Source: an optimization exercise on an open RTL-to-GDS flow (aim: small area). Production flows keep margins and buffers that such runs may drop. Function was checked by simulation only, so behaviour that the tests miss may differ from the original. Power and IR drop assume default switching activity.

// ibus_mixer
module ibus_mixer #(
    parameter [15:0] DUTY_MAX = 16'd500
) (
    input  wire        clk,
    input  wire        rst,
    input  wire        in_valid,
    input  wire [7:0]  in_byte,
    input  wire        tick,
    output wire [15:0] ch0,
    output wire [15:0] ch1,
    output wire [15:0] ch2,
    output wire [15:0] ch3,
    output wire [15:0] ch4,
    output wire [15:0] ch5,
    output wire [15:0] a_speed,
    output wire [15:0] b_speed,
    output wire        a_dir,
    output wire        b_dir
);
Settings: LEC_CHECK=0, CAP_MARGIN=20, CORE_MARGIN=2, CORE_UTILIZATION=40, SLEW_MARGIN=20; clock period 33.0 ns.
standard.sh (not shown) runs the stock make flow with config.mk's settings and CLKGATE_MAP_FILE= SYNTH_SCRIPT=/design/flow/synth_recipe.tcl, a recipe that flattens the netlist after the stock synthesis.
==> flow/flow/run.sh <==
#!/bin/bash
# The standard layout (standard.sh) with these changes:
#  - synthesis maps the logic with an area-oriented ABC script
#    (flow/abc_area.script, used through ABC_AREA=1 from a copy of the
#    ORFS scripts folder) and leaves adders to ABC (no ADDER_MAP_FILE);
#    flip-flop mapping is untouched;
#  - ports are buffered with buf_1;
#  - the clock tree uses clkbuf_4 in small clusters, without dummy loads;
#  - the constant outputs share synthesis's single tie cell.
# make's output goes to standard.log; ORFS writes each step's log under orfs/logs.
set -euo pipefail
HERE=$(pwd)
rm -rf "$HERE/scripts_mod"
cp -r "$FLOW_HOME/scripts" "$HERE/scripts_mod"
cp "$HERE/flow/abc_area.script" "$HERE/scripts_mod/abc_area.script"
bash standard.sh \
  "SCRIPTS_DIR=$HERE/scripts_mod" \
  "ABC_AREA=1" \
  "ADDER_MAP_FILE=" \
  "SKIP_REPAIR_TIE_FANOUT=1" \
  "BUFFER_PORTS_ARGS=-buffer_cell sky130_fd_sc_hd__buf_1" \
  "CTS_ARGS=-sink_clustering_enable -repair_clock_nets -dont_use_dummy_load -buf_list sky130_fd_sc_hd__clkbuf_4 -sink_clustering_size 12 -sink_clustering_max_diameter 40" \
  finish > standard.log 2>&1
==> flow/flow/abc_area.script <==
strash
&get -n
&dch -f
&if -a -K 3
&mfs -e -W 20 -L 20
&fx
&st
&put
balance -l
resub -K 6 -l
rewrite -l
resub -K 6 -N 2 -l
refactor -l
resub -K 8 -l
balance -l
resub -K 8 -N 2 -l
rewrite -l
resub -K 10 -l
rewrite -z -l
resub -K 10 -N 2 -l
balance -l
resub -K 12 -l
refactor -z -l
resub -K 12 -N 2 -l
rewrite -z -l
balance -l
&get -n
&dch -f
&if -a -K 4
&mfs -e -W 20 -L 20
&fx
&st
&put
balance -l
resub -K 6 -l
rewrite -l
resub -K 6 -N 2 -l
refactor -l
resub -K 8 -l
balance -l
resub -K 8 -N 2 -l
rewrite -l
resub -K 10 -l
rewrite -z -l
resub -K 10 -N 2 -l
balance -l
resub -K 12 -l
refactor -z -l
resub -K 12 -N 2 -l
rewrite -z -l
balance -l
&get -n
&dch -f
&if -a -K 3
&mfs -e -W 20 -L 20
&fx
&st
&put
balance -l
resub -K 6 -l
rewrite -l
resub -K 6 -N 2 -l
refactor -l
resub -K 8 -l
balance -l
resub -K 8 -N 2 -l
rewrite -l
resub -K 10 -l
rewrite -z -l
resub -K 10 -N 2 -l
balance -l
resub -K 12 -l
refactor -z -l
resub -K 12 -N 2 -l
rewrite -z -l
balance -l
&get -n
&dch -f
&if -a -K 4
&mfs -e -W 20 -L 20
&fx
&st
&put
balance -l
resub -K 6 -l
rewrite -l
resub -K 6 -N 2 -l
refactor -l
resub -K 8 -l
balance -l
resub -K 8 -N 2 -l
rewrite -l
resub -K 10 -l
rewrite -z -l
resub -K 10 -N 2 -l
balance -l
resub -K 12 -l
refactor -z -l
resub -K 12 -N 2 -l
rewrite -z -l
balance -l
&get -n
&st
&dch -f
&nf -p -F 8 -R 1000
&put
topo
==> next run, changes <==
--- a/flow/flow/run.sh
+++ b/flow/flow/run.sh
@@ -20,4 +20,4 @@
   "SKIP_REPAIR_TIE_FANOUT=1" \
   "BUFFER_PORTS_ARGS=-buffer_cell sky130_fd_sc_hd__buf_1" \
-  "CTS_ARGS=-sink_clustering_enable -repair_clock_nets -dont_use_dummy_load -buf_list sky130_fd_sc_hd__clkbuf_4 -sink_clustering_size 12 -sink_clustering_max_diameter 40" \
+  "CTS_ARGS=-sink_clustering_enable -repair_clock_nets -dont_use_dummy_load -buf_list {sky130_fd_sc_hd__clkbuf_4 sky130_fd_sc_hd__clkbuf_8} -sink_clustering_size 16 -sink_clustering_max_diameter 50" \
   finish > standard.log 2>&1
CORE_UTILIZATION = 60   (was 40)
What happened: The changed run went through all stages and came out clean; sequential power barely changes; area after synthesis is unchanged; worst setup slack gets worse by 0.13 ns; utilization increases by 23 points; via count came out higher slightly; clock skew goes up by 0.0093 ns; cell area went down slightly; global-route usage is higher by 7.0 points; register-to-register slack is worse by 0.06 ns; wire length goes down by a few percent; maximum frequency decreases slightly.
==> next run, changes <==
--- a/flow/flow/run.sh
+++ b/flow/flow/run.sh
@@ -20,4 +20,4 @@
   "SKIP_REPAIR_TIE_FANOUT=1" \
   "BUFFER_PORTS_ARGS=-buffer_cell sky130_fd_sc_hd__buf_1" \
-  "CTS_ARGS=-sink_clustering_enable -repair_clock_nets -dont_use_dummy_load -buf_list {sky130_fd_sc_hd__clkbuf_4 sky130_fd_sc_hd__clkbuf_8} -sink_clustering_size 16 -sink_clustering_max_diameter 50" \
+  "CTS_ARGS=-sink_clustering_enable -repair_clock_nets -dont_use_dummy_load -buf_list sky130_fd_sc_hd__clkbuf_4 -sink_clustering_size 10 -sink_clustering_max_diameter 30" \
   finish > standard.log 2>&1
=>
- critical path depth stays the same
- power came out lower slightly
- fmax came out higher slightly

## afterwards: timing with drivers on the ports
In the flow no input, the clock included, has a driving cell. The finished layouts below were timed again as built, in two steps. Step 1, drivers: a clkbuf_16 drives clk and a buf_2 each remaining input, both assumed. Step 2 times the ports against the registers' clock, not the clock port: input delays grow and output delays shrink by t, the midpoint of the rising clock arrivals with the driver on. a / b / c = no drivers / after step 1 / after step 2; a / b = the first two.
| run | t (ns) | setup slack, ns | hold WS [ns] | worst setup path after step 2 |
|---|---|---|---|---|
| the first run | 0.614 | 22.673 / 22.684 / 22.070 | 0.406 / 0.406 / 0.406 | input to register |
| the second run | 0.532 | 22.539 / 22.550 / 22.018 | 0.421 / 0.421 / 0.421 | input to register |
| the third run | 0.629 | 22.622 / 22.630 / 22.002 | 0.415 / 0.415 / 0.415 | input to register |
After both steps setup and hold are still met in every run listed. The setup slack of the third run, which loses most, moves by +0.008 ns with the drivers and by -0.620 ns with both steps.
